What follows belongs to an exercise in optimizing a design on an open flow for small area and a short achievable clock period; a production flow would make more cautious choices. The RTL was checked by simulation tests, not by an equivalence proof against the original design. No activity file was given, so power comes from the tool's default toggle rates.

===== flow/run.sh =====
#!/bin/bash
# The standard layout (standard.sh), with one change to synthesis: the
# technology mapping runs flow/abc.script (a plain delay-targeted ABC map)
# instead of ORFS's ABC script. The synthesis script is synth_recipe.tcl with
# an override of the abc command inserted after its first line; everything
# else (synth -nofsm -noshare, flip-flop mapping, flattening, renaming) is
# unchanged, so the registers are the standard synthesis's.
set -euo pipefail
here=$(pwd)
{ head -n 1 synth_recipe.tcl; cat flow/abc_override.tcl; tail -n +2 synth_recipe.tcl; } > my_synth.tcl
export MY_ABC_SCRIPT=$here/flow/abc.script
bash standard.sh SYNTH_SCRIPT=$here/my_synth.tcl finish > standard.log 2>&1

===== flow/abc.script =====
strash
dch
map -D 2000

===== flow/abc_override.tcl =====
# Map with the ABC script in MY_ABC_SCRIPT instead of ORFS's: the same
# mapping call, only the script file differs. Flip-flops are mapped before
# this step (dfflibmap), so they are the standard synthesis's.
proc abc {args} {
  set i [lsearch -exact $args -script]
  if { $i >= 0 } {
    set args [lreplace $args [expr {$i + 1}] [expr {$i + 1}] $::env(MY_ABC_SCRIPT)]
  }
  yosys abc {*}$args
}

===== standard.sh =====
#!/bin/bash
# synth_recipe.tcl (not shown) runs the flow's synth.tcl, then flattens the netlist and writes it again
# the make line also repeats each setting of config.mk as NAME=value (left out here)
make -C /OpenROAD-flow-scripts/flow DESIGN_CONFIG=/design/flow/config.mk WORK_HOME=/design/flow/orfs CLKGATE_MAP_FILE= SYNTH_SCRIPT=/design/flow/synth_recipe.tcl "${@:-finish}"

===== config.mk =====
export PLATFORM = sky130hd
export DESIGN_NAME = agon_timer
export DESIGN_NICKNAME = agon_timer
export VERILOG_FILES = /design/flow/design.v
export SDC_FILE = /design/flow/constraint.sdc
export NUM_CORES = 4
export LEC_CHECK = 0
export CAP_MARGIN = 20
export CORE_MARGIN = 2
export CORE_UTILIZATION = 55
export CTS_CLUSTER_DIAMETER = 80
export CTS_CLUSTER_SIZE = 20
export PLACE_DENSITY = 0.65
export SETUP_SLACK_MARGIN = 5
export SLEW_MARGIN = 20

===== constraint.sdc =====
create_clock -name core_clock -period 9.0 [get_ports {clk}]
set_input_delay 1.8000 -clock core_clock [delete_from_list [all_inputs] [get_ports {clk}]]
set_output_delay 1.8000 -clock core_clock [all_outputs]
set_load 0.01 [all_outputs]

===== design.v =====
module agon_timer #(
    parameter [31:0] REVISION     = 32'h00010801,
    parameter integer STATUS_DELAY = 2,
    parameter integer INTRPT_DELAY = 4
) (
    input  wire       clk,
    input  wire       rst,      
    input  wire       clk1,     
    input  wire       req,      
    input  wire       we,       
    input  wire [7:0] addr,
    input  wire [7:0] wdata,
    output reg  [7:0] rdata,    
    output reg  [2:0] irq       
);
    reg [31:0] cw_q [0:2];    
    reg [31:0] rld [0:2];
    reg [31:0] m0  [0:2];
    reg [31:0] m1  [0:2];
    reg [11:0] ctrl;
    reg [8:0]  status;
    reg [8:0]  mask;
    reg        rst_q;
    reg        clk1_q;
    reg [8:0]  st2;      
    reg [2:0]  ir3;      
    reg [2:0]  ir4;      
    wire [31:0] cnt [0:2];    
    wire [2:0]  step1;        
    wire [2:0]  ovf1;         
    genvar g, b, k;
    generate
        for (g = 0; g < 3; g = g + 1) begin : g_cnt
            wire up = ctrl[9+g];
            assign step1[g] = ctrl[3*g] & (~ctrl[3*g+1] | clk1_q);
            wire [31:0] cw = cw_q[g];
            wire [31:0] x = cw ^ {32{~up}};
            wire [31:0] lm;
            wire [3:0]  bf;
            for (b = 0; b < 4; b = b + 1) begin : g_lm
                assign lm[8*b] = 1'b1;
                for (k = 1; k < 8; k = k + 1) begin : g_bit
                    assign lm[8*b+k] = &x[8*b +: k];
                end
                assign bf[b] = &x[8*b +: 8];
            end
            wire [3:0] cin = {&bf[2:0], &bf[1:0], bf[0], 1'b1};
            wire wrap = &bf;
            wire [31:0] tg = lm & {{8{cin[3]}}, {8{cin[2]}}, {8{cin[1]}}, {8{cin[0]}}};
            assign ovf1[g] = step1[g] & wrap & ctrl[3*g+2];
            assign cnt[g] = rst_q    ? 32'h0 :
                            ~step1[g] ? cw :
                            wrap     ? rld[g] :
                                       cw ^ tg;
        end
    endgenerate
    wire [8:0] st1;
    generate
        for (g = 0; g < 3; g = g + 1) begin : g_st1
            assign st1[3*g+0] = step1[g] & (cnt[g] == m0[g]);
            assign st1[3*g+1] = step1[g] & (cnt[g] == m1[g]);
            assign st1[3*g+2] = ovf1[g];
        end
    endgenerate
    wire       wr_win   = req & we & (addr[7:6] == 2'b00);
    wire [1:0] lane     = addr[1:0];
    wire [3:0] lane_dec = 4'b0001 << lane;
    wire [15:0] wreg    = (16'h0001 << addr[5:2]) & {16{wr_win}};
    reg [31:0] rd_word;
    always @(*) begin
        case (addr[5:2])
            4'd0:  rd_word = cnt[0];
            4'd1:  rd_word = rld[0];
            4'd2:  rd_word = m0[0];
            4'd3:  rd_word = m1[0];
            4'd4:  rd_word = cnt[1];
            4'd5:  rd_word = rld[1];
            4'd6:  rd_word = m0[1];
            4'd7:  rd_word = m1[1];
            4'd8:  rd_word = cnt[2];
            4'd9:  rd_word = rld[2];
            4'd10: rd_word = m0[2];
            4'd11: rd_word = m1[2];
            4'd12: rd_word = {20'h0, ctrl};
            4'd13: rd_word = {23'h0, status};
            4'd14: rd_word = {23'h0, mask};
            default: rd_word = REVISION;
        endcase
    end
    reg [7:0] rd_byte;
    always @(*) begin
        case (lane)
            2'd0: rd_byte = rd_word[7:0];
            2'd1: rd_byte = rd_word[15:8];
            2'd2: rd_byte = rd_word[23:16];
            default: rd_byte = rd_word[31:24];
        endcase
    end
    wire wctl0 = wreg[12] & lane_dec[0];
    wire wctl1 = wreg[12] & lane_dec[1];
    wire wst0  = wreg[13] & lane_dec[0];
    wire wst1  = wreg[13] & lane_dec[1];
    wire wmk0  = wreg[14] & lane_dec[0];
    wire wmk1  = wreg[14] & lane_dec[1];
    wire [11:0] ctrl_w;
    assign ctrl_w[7:0]  = wctl0 ? wdata : ctrl[7:0];
    assign ctrl_w[11:8] = wctl1 ? wdata[3:0] : ctrl[11:8];
    wire [8:0] status_w;
    assign status_w[7:0] = status[7:0] & ~(wdata & {8{wst0}});
    assign status_w[8]   = status[8] & ~(wdata[0] & wst1);
    wire [8:0] mask_w;
    assign mask_w[7:0] = wmk0 ? wdata : mask[7:0];
    assign mask_w[8]   = wmk1 ? wdata[0] : mask[8];
    wire irq_recompute = wreg[13] | wreg[14];
    wire [8:0] status_m = status_w | st2;
    reg [2:0] irq_m;
    integer n, j;
    always @(*) begin
        for (n = 0; n < 3; n = n + 1) begin
            if (ir4[n])
                irq_m[n] = |(status_m[3*n +: 3] & ~mask_w[3*n +: 3]);
            else if (irq_recompute)
                irq_m[n] = |(status_w[3*n +: 3] & ~mask_w[3*n +: 3]);
            else
                irq_m[n] = irq[n];
        end
    end
    wire [7:0] wd_r = wdata & {8{~rst}};
    always @(posedge clk) begin
        for (n = 0; n < 3; n = n + 1)
            for (j = 0; j < 4; j = j + 1) begin
                if ((wreg[4*n+1] & lane_dec[j]) | rst) rld[n][8*j +: 8] <= wd_r;
                if ((wreg[4*n+2] & lane_dec[j]) | rst) m0[n][8*j +: 8]  <= wd_r;
                if ((wreg[4*n+3] & lane_dec[j]) | rst) m1[n][8*j +: 8]  <= wd_r;
            end
    end
    always @(posedge clk) begin
        rdata   <= (addr[7:6] == 2'b00) ? rd_byte : 8'h00;
        for (n = 0; n < 3; n = n + 1)
            for (j = 0; j < 4; j = j + 1)
                cw_q[n][8*j +: 8] <= (wreg[4*n] & lane_dec[j]) ? wdata : cnt[n][8*j +: 8];
        rst_q   <= rst;
        clk1_q  <= clk1;
        if (rst) begin
            ctrl   <= 12'h0;
            status <= 9'h0;
            mask   <= 9'h0;
            irq    <= 3'b0;
            st2    <= 9'h0;
            ir3    <= 3'b0;
            ir4    <= 3'b0;
        end else begin
            ctrl   <= ctrl_w;
            status <= status_m;
            mask   <= mask_w;
            irq    <= irq_m;
            st2    <= st1;
            ir3    <= {|st2[8:6], |st2[5:3], |st2[2:0]};
            ir4    <= ir3;
        end
    end
endmodule

==> run notes, run 1 <==
top area cells in the synthesized netlist edfxtp_1 38%, dfxtp_1 13%, nand2_1 7.2%; DIE AREA 43,460 um^2; Mean Syn Cell Area 8.852 um^2; clock skew 22.18 ps; Vias 24,270; Sum Neg Setup Slack 0 ps; clk latency of the worst-skew pair 640 ps; cell area after synthesis 23,000 um^2; Vias/cell 7.136; gr ovfl total 0; Setup WS post-layout 4891 ps; WL/cell 33.41 um; Top Ports 32; most numerous cell in the Yosys netlist nand2_1; Leakage 9.870 nW; pwr dens 159.4 nW/um^2; post-route ant nets 0; max capacitance violation total 0; Int Power 3.122 mW; Net Sw Frac 0.2916; GP Congestion 1.095; clock buffer depth 3; Post-synth ARST share 0; syn nets 2,619; Setup violations, final 0; final hold violations 0; H-tree level count 1; cts bufs inserted 30; Core Rows 74; post-route insts no fill 3,401; Die Wd 208.5 um; FF-to-FF Start ctrl[11]; CTS tree done; fin crit share 0.4566; fin area 27,650 um^2; Die Height 208.5 um; initial core utilization 0.5607; area leader, netlist edfxtp_1; Yosys top cell area share 0.3761; share of cells above drive strength 1 0.1570; Combinational Power Share 0.119; reg2reg setup slack 4890 ps; Layout area overhead 20.23%; DRC violations left 0; initial antenna violation count 7; synthesized instance count 2,598; port bufs 31; Filler cells 3,230; first-pass GRT wire length 154,900 um; post-place instance area 24,630 um^2; status no timing/DRC/antenna violations; register area share after synthesis 0.5101; final wirelength 113,600 um; RSZ-0062 raised after global routing yes; crit path launch type flop; Clock Tree Root clkbuf_16; Setup crit end kind flop; post-place setup slack 3196 ps; dpl cells 3,231; R2R depth 17; Final #Nets 2,863; reg2reg end st2[6]; core area 41,020 um^2; Rel. slew slack 0.3614; Least-Margin Pin Slew 954.3 ps; largest net degree at the start of global routing 50; WP data arrival 4600 ps; NetSw 1.285 mW; Main synth FF type edfxtp_1; Hold Crit Depth 2; worst min path class flop to flop; TritonRoute pass-1 iters 14; sequential share of power 0.549; area of the multi-input gates 11,350 um^2; crit path time final 4109 ps; Final Util 0.6741; Post-synth top cells 444 x nand2_1, 328 x nor2_1, 288 x edfxtp_1; Worst Hold End ir4[2]; Ys Warns 5; overall power 4.408 mW; Hold Slack 399.2 ps; Sink Count 442; EDFF count, synth 288; Worst Hold Launch ir3[2]; fin. max-slew vios 0; Max VDD drop 0.1673 mV; Peak Freq 243.3 MHz; CTS clk-pin slew, worst paths 90 ps; Worst Path Max Fanout 15; Total Routing Usage GR 0.4998; sequential cell area 11,740 um^2; critical path required time 9490 ps; vias in the first global route 21,480; Initial DRC Count 4,878; Setup Crit Path Kind flop to flop; count of cell types in the netlist 44; power share of the clock group 0.332; Yosys reg bits 442; DP HPWL 77,610 um
per-layer routing:
layer  track usage  share of wire  vias to the layer above
li1              -              -                     9984
met1        0.6282           0.33                    11260
met2        0.7395           0.41                     2327
met3        0.1662           0.16                      684
met4        0.3232          0.095                       16
met5             0         0.0011                        -
layout by cell type, fill, tap and decap left out, drive strengths merged, types with 47 or more instances in the layout:
cell    synthesis  final
nand2         444    444
nor2          328    329
edfxtp        288    288
o21ai         286    286
clkinv        223    218
a21oi         191    191
buf             0    177
dfxtp         154    154
xor2          107    107
a22oi          90     90
xnor2          60     60
o211ai         56     56
a221oi         47     47
state kept, by name (all words and copies together) (netlist names):
name	flops
clk1_q	1
irq	3
rld	96
ctrl	12
m0	96
m1	96
mask	9
rdata	8
rst_q	1
cw_q	96
st2	9
ir4	3
status	9
ir3	3
kinds of logic (layout without fill, tap and decap cells):
| logic type | Yosys count | in the layout | synth area share |
|---|---|---|---|
| AO/OA/AOI/OAI | 825 | 825 | 0.2218 |
| XOR/XNOR | 167 | 167 | 0.06360 |
| buffers and inverters | 223 | 490 | 0.03640 |
| flip-flops | 442 | 442 | 0.5101 |
| multiplexers | 1 | 1 | 0.0004353 |
| other | 0 | 3 | 0 |
| AND/OR/NAND/NOR | 940 | 941 | 0.1677 |
how the worst max path moves through the flow:
| stage | from | to | slack [ps] | depth (start not counted) |
|---|---|---|---|---|
| CTS | ctrl[11] | st2[7] | 4870 | 16 |
| global placement | addr[5] | rdata[1] | 3150 | 14 |
| global route | ctrl[10] | st2[3] | 4780 | 21 |
| floorplan | addr[5] | m1[2][0] | 4950 | 6 |
| finish | ctrl[11] | st2[6] | 4890 | 17 |
| detailed placement | addr[5] | rdata[7] | 3200 | 11 |
cell type report:
cell class / instances / share of cell area
tap: 532 / 0.02407
sequential: 442 / 0.4247
inverter: 223 / 0.03403
timing repair buffer: 211 / 0.07105
clock buffer: 42 / 0.03068
antenna: 3 / 0.0002715
multi-input combinational: 1934 / 0.4106
clock inverter: 14 / 0.004525
critical path, cell delays in order (launching register included):
cell and delay [ps]:
dfxtp_4 430, buf_8 190, nor2_1 110, o21ai_1 120
or3_4 390, nor4_4 180, nand2_1 130, nor2_4 190
buf_12 180, a21oi_1 70, o21ai_0 100, o211ai_1 310
buf_4 260, nand2_1 60, nand4_1 250, nor3_2 270
nand4_1 180, nor4_4 490
power by group through the flow:
stage / Combinational, mW / Clock, mW / Sequential (mW)
6_report: 0.525 / 1.46 / 2.42
5_1_grt: 0.535 / 1.50 / 2.42
4_1_cts: 0.460 / 1.44 / 2.40
3_5_place_dp: 0.420 / 0 / 2.45
3_3_place_gp: 0.416 / 0 / 2.45
2_1_floorplan: 0.224 / 0 / 2.38
what timing repair did:
| item | 4_1_cts | 5_1_grt |
|---|---|---|
| setup buffers | 50 | 57 |
| gates resized for setup | 161 | 125 |
| hold buffers | 0 | 0 |
| pin swaps | 17 | 35 |
| endpoints found under the setup margin | 414 | 144 |
| gates cloned | 2 | 2 |
==> run 2: changes to the inputs <==
==> flow/run.sh (replaced) <==
#!/bin/bash
# The standard layout (standard.sh), with two changes:
#  - synthesis: the technology mapping runs flow/abc.script (a plain
#    delay-targeted ABC map) instead of ORFS's ABC script. The synthesis
#    script is synth_recipe.tcl with an override of the abc command inserted
#    after its first line; everything else (synth -nofsm -noshare, flip-flop
#    mapping, flattening, renaming) is unchanged, so the registers are the
#    standard synthesis's.
#  - port buffers: every input and output port still gets its own buffer,
#    but a buf_4 instead of the delay cell the resizer picks by default.
set -euo pipefail
here=$(pwd)
{ head -n 1 synth_recipe.tcl; cat flow/abc_override.tcl; tail -n +2 synth_recipe.tcl; } > my_synth.tcl
export MY_ABC_SCRIPT=$here/flow/abc.script
bash standard.sh SYNTH_SCRIPT=$here/my_synth.tcl \
  "BUFFER_PORTS_ARGS=-buffer_cell sky130_fd_sc_hd__buf_4" finish > standard.log 2>&1
==> run 2 against run 1 <==
  * Combinational power shrank 8.2%
  * Sequential power is essentially flat
  * Area after synthesis is the same
  * Synthesized cell count is the same
  * Utilization shrank 2.6 points
  * Highest routed layer unchanged
  * Critical path depth shrank 9
  * Cell area shrank 3.8%
  * Sequential share of layout area grew 1.7 points
  * Still clean on timing, DRC and antenna
==> run notes, run 2 <==
fin crit share 0.4725 (+0.01589); overall power 4.414 mW (+0.14%); fin. max-slew vios 0 (unchanged); xor/xnor share of the synthesized area 0.06360 (unchanged); EDFF count, synth 288 (unchanged); cell area after synthesis 23,000 um^2 (unchanged); Combinational Power Share 0.109 (-0.010); Main synth FF type edfxtp_1; vias in the first global route 21,690 (+1.0%); DP HPWL 77,590 um (about the same); highest cell delay on the worst timing path 1080 ps (+590 ps); combinational family with the most area after synthesis compound AO/OA/AOI/OAI gates; max capacitance violation total 0 (unchanged); area of the multi-input gates 10,970 um^2 (-3.4%); area leader, netlist edfxtp_1; final hold violations 0 (unchanged); commonest non-fill, non-tap cell in the layout nand2_1; final wirelength 110,600 um (-2.7%); Sink Count 442 (unchanged); Setup crit start addr[0]; Mean Syn Cell Area 8.852 um^2 (unchanged); Die Height 208.5 um (unchanged); critical path required time 9570 ps (+80 ps); RSZ-0062 raised after global routing yes; Max stage delay cell, worst path nor3_2; status no timing/DRC/antenna violations; post-route insts no fill 3,351 (-1.5%); Ys Warns 5 (unchanged); clock skew 41.45 ps (+19.28 ps); Sum Neg Setup Slack 0 ps (unchanged); most numerous cell in the Yosys netlist nand2_1; top area cells in the synthesized netlist edfxtp_1 38%, dfxtp_1 13%, nand2_1 7.2%; Worst Path Max Fanout 15 (unchanged); Layout area overhead 15.67%; Vias/cell 7.058 (-1.1%); multiplexer share of the synthesized area 0.0004353 (unchanged); WP data arrival 4820 ps (+220 ps); Top Ports 32 (unchanged); port bufs 31 (unchanged); WL/cell 32.99 um (-1.3%); Clock Tree Root clkbuf_16; DRC violations left 0 (unchanged); share of cells above drive strength 1 0.1274 (-0.02957); Setup violations, final 0 (unchanged); Least-Margin Pin Slew 1150 ps (+196.1 ps); CTS clk-pin slew, worst paths 90 ps (about the same); Post-synth top cells 444 x nand2_1, 328 x nor2_1, 288 x edfxtp_1; TritonRoute pass-1 iters 8 (-6); H-tree level count 1 (unchanged); Post-synth ARST share 0 (unchanged); CP top delay family simple AND/OR/NAND/NOR gates; Setup WS post-layout 4748 ps (-143.0 ps); sequential share of power 0.549 (about the same); Filler cells 3,387 (+4.9%); Setup Crit Path Kind input port to flop; crit path time final 4252 ps (+143.0 ps); fraction of the mapped netlist area in adder cells 0 (unchanged); commonest non-fill, non-tap cells in the layout 428 x nand2_1, 296 x nor2_1, 288 x edfxtp_1; Int Power 3.132 mW (+0.30%); cts bufs inserted 30 (unchanged); fin area 26,600 um^2 (-3.8%); core area 41,020 um^2 (unchanged); gr ovfl total 0 (unchanged); Core Rows 74 (unchanged); Hold Slack 405.0 ps (+5.767 ps); Final #Nets 2,806 (-2.0%); Setup crit end kind flop; largest net degree at the start of global routing 61 (+22%); synthesized instance count 2,598 (unchanged); crit path launch type input port; Yosys top cell area share 0.3761 (unchanged); Peak Freq 235.2 MHz (-3.4%); pwr dens 165.9 nW/um^2 (+4.1%); Total Routing Usage GR 0.4944 (-0.005379); post-place instance area 24,530 um^2 (-0.43%); worst min path class flop to flop; dpl cells 3,224 (-0.22%); count of cell types in the netlist 44 (unchanged); Final Util 0.6486 (-0.02553); FF-to-FF Start ctrl[10]; initial core utilization 0.5607 (unchanged); CP bufs+invs 4 (+1); Leakage 9.455 nW (-4.2%); register area share after synthesis 0.5101 (unchanged); clk latency of the worst-skew pair 650 ps (about the same); Vias 23,650 (-2.5%); Synth Area in Compound Gates 0.2218 (unchanged); GP Congestion 1.136 (+3.8%); Worst Hold Launch ir3[2]; CTS tree done; Max VDD drop 0.1503 mV (-10%); simple-gate share of the synthesized area 0.1677 (unchanged); sequential cell area 11,740 um^2 (unchanged); DIE AREA 43,460 um^2 (unchanged); post-route ant nets 0 (unchanged); post-place setup slack 3741 ps (+544.8 ps); Die Wd 208.5 um (unchanged); Initial DRC Count 4,301 (-12%); clock buffer depth 3 (unchanged); initial antenna violation count 8 (+1); Rel. slew slack 0.2250 (-0.1365); CP cell instances buf_4 -> clkinv_1 -> nor2_1 -> buf_4 -> clkinv_1 -> nor3_2 -> o21ai_0 -> a21oi_1; Net Sw Frac 0.2904 (-0.001141); syn nets 2,619 (unchanged); Yosys reg bits 442 (unchanged); power share of the clock group 0.342 (+0.010); NetSw 1.282 mW (-0.25%); first-pass GRT wire length 154,200 um (-0.43%)
-- run 2: cell counts after synthesis --
No cell type changed its count.
-- run 2: layout make-up --
cell class,instances,area share
flip-flops and latches,442,0.4415
inverters,223,0.03307
multi-input cells,1933,0.4124
clock buffers,41,0.03053
repair buffers,155,0.04939
well taps,532,0.02502
diodes,10,0.0009407
clock inverters,15,0.007243
-- run 2: per-layer routing --
layer,share of wire,up-vias,GRT usage
li1,-,9857,-
met1,0.34,11040,0.6291
met2,0.41,2144,0.6976
met3,0.16,607,0.1691
met4,0.097,2,0.3642
met5,0.00012,-,0.006674
-- run 2: power by group through the flow --
| stage | combinational (mW) | sequential (mW) | clock [mW] |
|---|---|---|---|
| 5_1_grt | 0.494 | 2.42 | 1.56 |
| 2_1_floorplan | 0.224 | 2.38 | 0 |
| 3_5_place_dp | 0.418 | 2.45 | 0 |
| 3_3_place_gp | 0.412 | 2.45 | 0 |
| 6_report | 0.482 | 2.42 | 1.51 |
| 4_1_cts | 0.429 | 2.40 | 1.49 |
-- run 2: cells by family after synthesis --
kind of cell    Yosys count
buf+inv                 223
flops                   442
compound gates          825
mux                       1
simple gates            940
xor+xnor                167
-- run 2: path summary, 6_finish.rpt --
path | end | slack (ps) | cells past startpoint
worst max-delay path | ctrl[11] | 4750 | 8
worst min-delay path | ir4[2] | 400 | 2
worst max register to register | rdata[5] | 4980 | 19
worst min register to register | ir4[2] | 400 | 2
-- run 2: repair_timing --
action,in CTS,in global routing
setup buffers,20,38
pin swaps,4,17
hold buffers,0,0
endpoints found under the setup margin,116,141
resized for setup,65,80
cloned,0,3
-- run 2: worst reg2reg max path, cell delays in order, from the launching register on --
cell and delay (ps):
dfxtp_4 410, buf_8 180, nor2_4 120, nand2_1 50
a211o_2 350, nor3_4 260, nand2_2 140, clkinv_1 110
nand3b_1 200, nor2_4 210, buf_4 170, clkbuf_16 180
o21ai_0 100, o211ai_1 230, buf_4 210, o22ai_1 70
a221oi_1 390, a41oi_2 290, a21oi_1 180, a21oi_1 70
==> run 3: changes to the inputs <==
--- a/design.v
+++ b/design.v
@@ -22,3 +22,2 @@
     reg [8:0]  mask;
-    reg        rst_q;
     reg        clk1_q;
@@ -46,3 +45,3 @@
             end
-            wire [3:0] cin = {&bf[2:0], &bf[1:0], bf[0], 1'b1};
+            wire [3:0] cin = {&bf[2:0], &bf[1:0], bf[0], 1'b1} & {4{step1[g]}};
             wire wrap = &bf;
@@ -50,6 +49,3 @@
             assign ovf1[g] = step1[g] & wrap & ctrl[3*g+2];
-            assign cnt[g] = rst_q    ? 32'h0 :
-                            ~step1[g] ? cw :
-                            wrap     ? rld[g] :
-                                       cw ^ tg;
+            assign cnt[g] = (step1[g] & wrap) ? rld[g] : cw ^ tg;
         end
@@ -64,6 +60,10 @@
     endgenerate
-    wire       wr_win   = req & we & (addr[7:6] == 2'b00);
-    wire [1:0] lane     = addr[1:0];
-    wire [3:0] lane_dec = 4'b0001 << lane;
-    wire [15:0] wreg    = (16'h0001 << addr[5:2]) & {16{wr_win}};
+    wire [1:0]  lane = addr[1:0];
+    wire [3:0]  lane_dec;
+    wire [15:0] wreg;        
+    wire [63:0] wbyte;       
+    agon_timer_dec u_dec (
+        .req(req), .we(we), .addr(addr),
+        .lane_dec(lane_dec), .wreg(wreg), .wbyte(wbyte)
+    );
     reg [31:0] rd_word;
@@ -98,8 +98,8 @@
     end
-    wire wctl0 = wreg[12] & lane_dec[0];
-    wire wctl1 = wreg[12] & lane_dec[1];
-    wire wst0  = wreg[13] & lane_dec[0];
-    wire wst1  = wreg[13] & lane_dec[1];
-    wire wmk0  = wreg[14] & lane_dec[0];
-    wire wmk1  = wreg[14] & lane_dec[1];
+    wire wctl0 = wbyte[48];
+    wire wctl1 = wbyte[49];
+    wire wst0  = wbyte[52];
+    wire wst1  = wbyte[53];
+    wire wmk0  = wbyte[56];
+    wire wmk1  = wbyte[57];
     wire [11:0] ctrl_w;
@@ -131,5 +131,5 @@
             for (j = 0; j < 4; j = j + 1) begin
-                if ((wreg[4*n+1] & lane_dec[j]) | rst) rld[n][8*j +: 8] <= wd_r;
-                if ((wreg[4*n+2] & lane_dec[j]) | rst) m0[n][8*j +: 8]  <= wd_r;
-                if ((wreg[4*n+3] & lane_dec[j]) | rst) m1[n][8*j +: 8]  <= wd_r;
+                if (wbyte[16*n+4+j] | rst) rld[n][8*j +: 8] <= wd_r;
+                if (wbyte[16*n+8+j] | rst) m0[n][8*j +: 8]  <= wd_r;
+                if (wbyte[16*n+12+j] | rst) m1[n][8*j +: 8]  <= wd_r;
             end
@@ -140,4 +140,3 @@
             for (j = 0; j < 4; j = j + 1)
-                cw_q[n][8*j +: 8] <= (wreg[4*n] & lane_dec[j]) ? wdata : cnt[n][8*j +: 8];
-        rst_q   <= rst;
+                cw_q[n][8*j +: 8] <= (wbyte[16*n+j] | rst) ? wd_r : cnt[n][8*j +: 8];
         clk1_q  <= clk1;
@@ -162 +161,25 @@
 endmodule
+module agon_timer_dec (
+    input  wire        req,
+    input  wire        we,
+    input  wire [7:0]  addr,
+    output wire [3:0]  lane_dec,
+    output wire [15:0] wreg,
+    output wire [63:0] wbyte
+);
+    wire       wr_win = req & we & (addr[7:6] == 2'b00);
+    wire [3:0] hi = 4'b0001 << addr[5:4];
+    wire [3:0] md = 4'b0001 << addr[3:2];
+    assign lane_dec = 4'b0001 << addr[1:0];
+    genvar i, j, k;
+    generate
+        for (i = 0; i < 4; i = i + 1) begin : g_i
+            for (j = 0; j < 4; j = j + 1) begin : g_j
+                assign wreg[4*i+j] = wr_win & hi[i] & md[j];
+                for (k = 0; k < 4; k = k + 1) begin : g_k
+                    assign wbyte[16*i+4*j+k] = wr_win & hi[i] & md[j] & lane_dec[k];
+                end
+            end
+        end
+    endgenerate
+endmodule
--- a/config.mk
+++ b/config.mk
@@ -15 +15,3 @@
 export SLEW_MARGIN = 20
+export SYNTH_HIERARCHICAL = 1
+export SYNTH_MINIMUM_KEEP_SIZE = 0
==> run 3 against run 2 <==
  * Non-clock buffer count fell by 7
  * Utilization grew 0.13 points
  * Count of clock-buffer cells in the layout up 1
  * Worst hold slack got worse by 12 ps
  * Cell area fell by 0.93%
  * Flip-flop and latch count shrank 1
  * First-iteration DRC count shrank 6.6%
  * Cell count shrank 2.7%
==> run notes, run 3 <==
CTS clk-pin slew, worst paths 90 ps (about the same); Filler cells 3,323 (-1.9%); Layout area overhead 17.27%; fin area 26,350 um^2 (-0.93%); Sink Count 441 (-0.23%); vias in the first global route 19,840 (-8.5%); Setup Crit Path Kind input port to flop; WL/cell 31.50 um (-4.5%); worst min path class flop to flop; cell area after synthesis 22,470 um^2 (-2.3%); CTS tree done; RSZ-0062 raised after global routing yes; Final #Nets 2,719 (-3.1%); Vias/cell 6.827 (-3.3%); first-pass GRT wire length 140,800 um (-8.7%); Total Routing Usage GR 0.4683 (-0.02614); Rel. slew slack 0.2402 (+0.01521); Ys Warns 11 (+6); DP HPWL 72,290 um (-6.8%); critical path required time 9510 ps (-60 ps); port bufs 31 (unchanged); TritonRoute pass-1 iters 6 (-2); CP cell instances buf_4 -> clkinv_1 -> nor2_1 -> clkinv_1 -> nor2_2 -> buf_4 -> a22oi_2 -> o211ai_1 -> a2111oi_0 -> o2111ai_1 -> a22oi_1 -> a31oi_1; highest cell delay on the worst timing path 640 ps (-440 ps); Hold Crit Depth 2 (unchanged); core area 40,550 um^2 (-1.1%); Core Rows 74 (unchanged); R2R depth 20 (+1); sequential cell area 11,720 um^2 (-0.18%); WP data arrival 4640 ps (-180 ps); Hold Slack 393.5 ps (-11.54 ps); pwr dens 160.1 nW/um^2 (-3.5%); cts bufs inserted 29 (-3.3%); max capacitance violation total 0 (unchanged); Setup violations, final 0 (unchanged); Max stage delay cell, worst path a2111oi_0; clk latency of the worst-skew pair 630 ps (-20 ps); gr ovfl total 0 (unchanged); Worst Hold End ir4[2]; reg2reg end st2[0]; Initial DRC Count 4,017 (-6.6%); commonest non-fill, non-tap cell in the layout nand2_1; status no timing/DRC/antenna violations; Least-Margin Pin Slew 1131 ps (-19.37 ps); initial core utilization 0.5541 (-0.006527); fin. max-slew vios 0 (unchanged); Top Ports 32 (unchanged); crit path time final 4127 ps (-125.4 ps); Worst Hold Launch ir3[2]; reg2reg setup slack 4880 ps (-100 ps); initial antenna violation count 8 (unchanged); post-route ant nets 0 (unchanged); Max VDD drop 0.1615 mV (+7.4%); Die Height 206.1 um (-1.1%); Worst Path Max Fanout 27 (+12); Mean Syn Cell Area 8.928 um^2 (+0.87%); H-tree level count 1 (unchanged); syn nets 2,538 (-3.1%); Peak Freq 242.3 MHz (+3.0%); post-place instance area 23,900 um^2 (-2.6%); FF-to-FF Start ctrl[9]; DIE AREA 42,490 um^2 (-2.2%); Clock Tree Root clkbuf_16; synthesized instance count 2,517 (-3.1%); Die Wd 206.1 um (-1.1%); share of cells above drive strength 1 0.1628 (+0.03536); DRC violations left 0 (unchanged); Sum Neg Setup Slack 0 ps (unchanged); largest net degree at the start of global routing 58 (-4.9%); crit path launch type input port; Setup crit end kind flop; final wirelength 102,700 um (-7.1%); fin crit share 0.4586 (-0.01394); clock skew 27.12 ps (-14.33 ps); GP Congestion 1.067 (-6.1%); area of the multi-input gates 10,600 um^2 (-3.4%); Vias 22,270 (-5.8%); clock buffer depth 3 (unchanged); commonest non-fill, non-tap cells in the layout 418 x nand2_1, 294 x nor2_1, 288 x edfxtp_1; Leakage 9.350 nW (-1.1%); final hold violations 0 (unchanged)
-- run 3: cell count changes in the layout (fill, tap and decap cells not counted), moves of 18 or more --
cell      previous run  this run
a21oi_1            186        82
o21ai_0            261       218
nand3_1             39        20
or2_2               27        79
clkinv_1           206       267
o21ai_2              5        23
o211ai_1            56        13
a22oi_1             90        67
-- run 3: layer usage --
metal | vias to the layer above | share of wire | global-route usage
met3 | 483 | 0.15 | 0.1299
met2 | 1977 | 0.41 | 0.6812
li1 | 9282 | - | -
met5 | - | 0.00029 | 0
met1 | 10530 | 0.36 | 0.6360
met4 | 4 | 0.075 | 0.2485
-- run 3: worst max-delay path, delay by kind of cell --
kind | cells | cell delay [ps]
buf+inv | 4 | 680
compound gates | 6 | 1930
simple gates | 2 | 200
-- run 3: where the power goes --
part,switching (mW),total [mW],internal (mW)
clock network,0.770,1.44,0.669
logic,0.275,0.377,0.102
registers,0.125,2.41,2.28
-- run 3: what timing repair did --
action	in CTS	in global routing
setup buffers	12	48
hold buffers	0	0
setup endpoints to repair	80	19
resized for setup	123	146
cloned	1	6
pin swaps	4	28
hold endpoints to repair	0	0
-- run 3: layout make-up --
class	instances	share of cell area
clock inverters	12	0.004748
flip-flops and latches	441	0.4448
inverters	289	0.04330
repair buffers	148	0.04776
well taps	532	0.02526
clock buffers	42	0.03100
diodes	9	0.0008546
multi-input cells	1789	0.4023
-- run 3: worst max-delay path by stage --
stage	slack (ps)	endpoint	startpoint
2_1_floorplan	4650	rdata[5]	ctrl[9]
3_3_place_gp	3180	rdata[1]	ctrl[10]
3_5_place_dp	2910	rdata[5]	ctrl[10]
4_1_cts	4930	rdata[5]	ctrl[9]
5_1_grt	4770	st2[0]	ctrl[9]
6_report	4870	rdata[0]	addr[2]
-- run 3: through the flow --
| stage | util | cells | power (mW) | setup WS (ps) |
|---|---|---|---|---|
| 2_1_floorplan | - | 2517 | 2.552 | 4652 |
| 3_3_place_gp | 0.5893 | 3132 | 2.765 | 3178 |
| 3_5_place_dp | 0.5893 | 3132 | 2.767 | 2905 |
| 4_1_cts | 0.6244 | 3199 | 4.157 | 4929 |
| 5_1_grt | 0.6493 | 3253 | 4.277 | 4771 |
| 6_report | 0.6499 | 3262 | 4.221 | 4873 |
==> run 4: changes to the inputs <==
==> flow/run.sh (replaced) <==
#!/bin/bash
set -euo pipefail
here=$(pwd)
{ head -n 1 synth_recipe.tcl; cat flow/abc_override.tcl; tail -n +2 synth_recipe.tcl; } > my_synth.tcl
export MY_ABC_SCRIPT=$here/flow/abc.script
bash standard.sh SYNTH_SCRIPT=$here/my_synth.tcl \
  "BUFFER_PORTS_ARGS=-buffer_cell sky130_fd_sc_hd__buf_4" SETUP_SLACK_MARGIN=5.2 finish > standard.log 2>&1
--- a/config.mk
+++ b/config.mk
@@ -9,6 +9,6 @@
 export CORE_MARGIN = 2
-export CORE_UTILIZATION = 55
+export CORE_UTILIZATION = 62
 export CTS_CLUSTER_DIAMETER = 80
 export CTS_CLUSTER_SIZE = 20
-export PLACE_DENSITY = 0.65
+export PLACE_DENSITY = 0.72
 export SETUP_SLACK_MARGIN = 5
==> run 4 against run 3 <==
  * Non-clock buffer count is 6 lower
  * Highest routed layer unchanged
  * Total power is 2.5% lower
  * Area after synthesis stayed put
  * Routed wire length is 0.23% lower
  * Clock power is 8% lower
  * Sequential power hardly changed
  * First-iteration DRC count is 5.8% higher
  * Largest cell class unchanged
  * Still clean
  * Worst setup slack better by 53 ps
  * Cell area hardly changed
  * Cell count is 2.5% lower
==> run notes, run 4 <==
status no timing/DRC/antenna violations; Final #Nets 2,714 (-0.18%); cts bufs inserted 27 (-6.9%); cell area after synthesis 22,470 um^2 (unchanged); vias in the first global route 20,590 (+3.8%); Sink Count 441 (unchanged); Max VDD drop 0.1741 mV (+7.8%); WP data arrival 4590 ps (-50 ps); crit path launch type flop; Hold Slack 414.6 ps (+21.13 ps); crit path time final 4074 ps (-53.06 ps); dpl cells 3,058 (-2.4%); DP HPWL 69,970 um (-3.2%); post-route insts no fill 3,179 (-2.5%); Vias 23,110 (+3.7%); DIE AREA 37,790 um^2 (-11%); post-route ant nets 0 (unchanged); CTS tree done; Peak Freq 245.5 MHz (+1.3%); Core Rows 69 (-6.8%); worst min path class flop to flop; port bufs 31 (unchanged); post-place instance area 23,800 um^2 (-0.41%); share of cells above drive strength 1 0.1787 (+0.01590); Layout area overhead 17.35% (about the same); fin. max-slew vios 0 (unchanged); clock buffer depth 3 (unchanged); core area 35,660 um^2 (-12%); Setup violations, final 0 (unchanged); DRC violations left 0 (unchanged); Sum Neg Setup Slack 0 ps (unchanged); pwr dens 156.1 nW/um^2 (-2.5%); CTS clk-pin slew, worst paths 80 ps (about the same); Initial DRC Count 4,251 (+5.8%); Rel. slew slack 0.2569 (+0.01667); CTS Hold Bufs 0 (unchanged); Setup Crit Path Kind flop to flop; initial core utilization 0.6303 (+0.07613); max capacitance violation total 0 (unchanged); Mean Syn Cell Area 8.928 um^2 (unchanged); Die Wd 194.4 um (-5.7%); Clock Tree Root clkbuf_16; Leakage 9.348 nW (about the same); Total Routing Usage GR 0.5128 (+0.04451); clk latency of the worst-skew pair 610 ps (-20 ps); Setup WS post-layout 4926 ps (+53.06 ps); Setup crit end kind flop; post-place setup slack 3487 ps (+581.7 ps); critical path required time 9520 ps (about the same); largest net degree at the start of global routing 57 (-1.7%); final hold violations 0 (unchanged); GP Congestion 1.097 (+2.8%); RSZ-0062 raised after global routing yes; clock skew 29.44 ps (+2.319 ps); overall power 4.116 mW (-2.5%); Die Height 194.4 um (-5.7%); Final Util 0.7396 (+0.08977); final wirelength 102,500 um (-0.23%); initial antenna violation count 7 (-1); Ys Warns 11 (unchanged); H-tree level count 1 (unchanged); syn nets 2,538 (unchanged); commonest non-fill, non-tap cell in the layout nand2_1; gr ovfl total 0 (unchanged); Worst Path Max Fanout 14 (-48%); TritonRoute pass-1 iters 11 (+5); Least-Margin Pin Slew 1112 ps (-18.94 ps); fin crit share 0.4527 (-0.005896); synthesized instance count 2,517 (unchanged); Top Ports 32 (unchanged); WL/cell 32.25 um (+2.4%); Vias/cell 7.268 (+6.5%); first-pass GRT wire length 140,200 um (-0.43%); fin area 26,370 um^2 (about the same); commonest non-fill, non-tap cells in the layout 416 x nand2_1, 288 x edfxtp_1, 285 x nor2_1
-- run 4: layer usage --
layer | wire [um] | track usage | vias up
met1 | 33690 | 0.6636 | 10570
met5 | 54 | 0 | -
met2 | 40920 | 0.7397 | 2537
met3 | 18150 | 0.1857 | 736
li1 | - | - | 9255
met4 | 9697 | 0.3083 | 8
-- run 4: repair_timing --
item                                    CTS  global route
cloned                                    4             5
resized for setup                       179           150
pin swaps                                11            37
buffers inserted                         24            33
endpoints found under the setup margin   72            65
-- run 4: final timing paths --
| check | from | endpoint | slack (ps) | cells past startpoint |
|---|---|---|---|---|
| setup / recovery | ctrl[9] | st2[1] | 4930 | 16 |
| hold reg to reg | ir3[0] | ir4[0] | 410 | 2 |
| setup reg to reg | ctrl[9] | st2[1] | 4930 | 16 |
| hold / removal | ir3[0] | ir4[0] | 410 | 2 |
-- run 4: power by group --
| part | switching [mW] | internal [mW] |
|---|---|---|
| combinational | 0.289 | 0.108 |
| clock | 0.728 | 0.588 |
| sequential | 0.124 | 2.28 |
| total | 1.14 | 2.98 |
-- run 4: worst max-delay path: stages (launching register included) --
cell and delay [ps]:
dfxtp_4 400, buf_4 190, o21ai_1 180, o21ai_1 180
nor3_2 370, nand3_2 150, nor3_4 280, nand4_1 320
buf_4 270, buf_6 180, o21ai_4 240, inv_2 90
nand2_1 70, nand4_1 230, a2111oi_4 320, nand4_1 230
nor2_4 260
-- run 4: layout make-up --
cell class                 instances  area, um^2
antenna                            4       10.01
timing repair inverter             2       17.52
timing repair buffer             142        1245
inverter                         289        1180
tap                              461       576.8
clock buffer                      42       753.2
fill                            2400        9284
multi-input combinational       1790       10810
sequential                       441       11720
clock inverter                     8       57.56

separate check: timing with driven ports:
How much do the figures lean on ideal ports? The routed layouts below were timed once more, with nothing changed but the port constraints. Step 1 assumes that a clkbuf_16 drives the clock port and a buf_2 every other input. Step 2 times the ports against the registers' clock, not the clock port: input delays grow and output delays shrink by t, the midpoint of the rising clock arrivals with the driver on. a / b / c = no drivers / after step 1 / after step 2; a / b = the first two.
run | t, ns | setup slack, ns | latest minus earliest clock arrival (ns) | worst data-port slew with drivers (ns) | cell pins on the clock port's net
run 1 | 0.681 | 4.891 / 4.891 / 4.257 | 0.025 / 0.024 | 0.04 | 1
run 2 | 0.687 | 4.748 / 4.779 / 4.092 | 0.043 / 0.042 | 0.03 | 1
run 3 | 0.680 | 4.873 / 4.875 / 4.233 | 0.029 / 0.029 | 0.04 | 1
run 4 | 0.659 | 4.926 / 4.926 / 4.384 | 0.031 / 0.031 | 0.04 | 1
After both steps setup and hold are still met in every run listed. For run 2, which loses most, drivers alone change the setup slack by +0.031 ns; drivers and shift together by -0.656 ns.
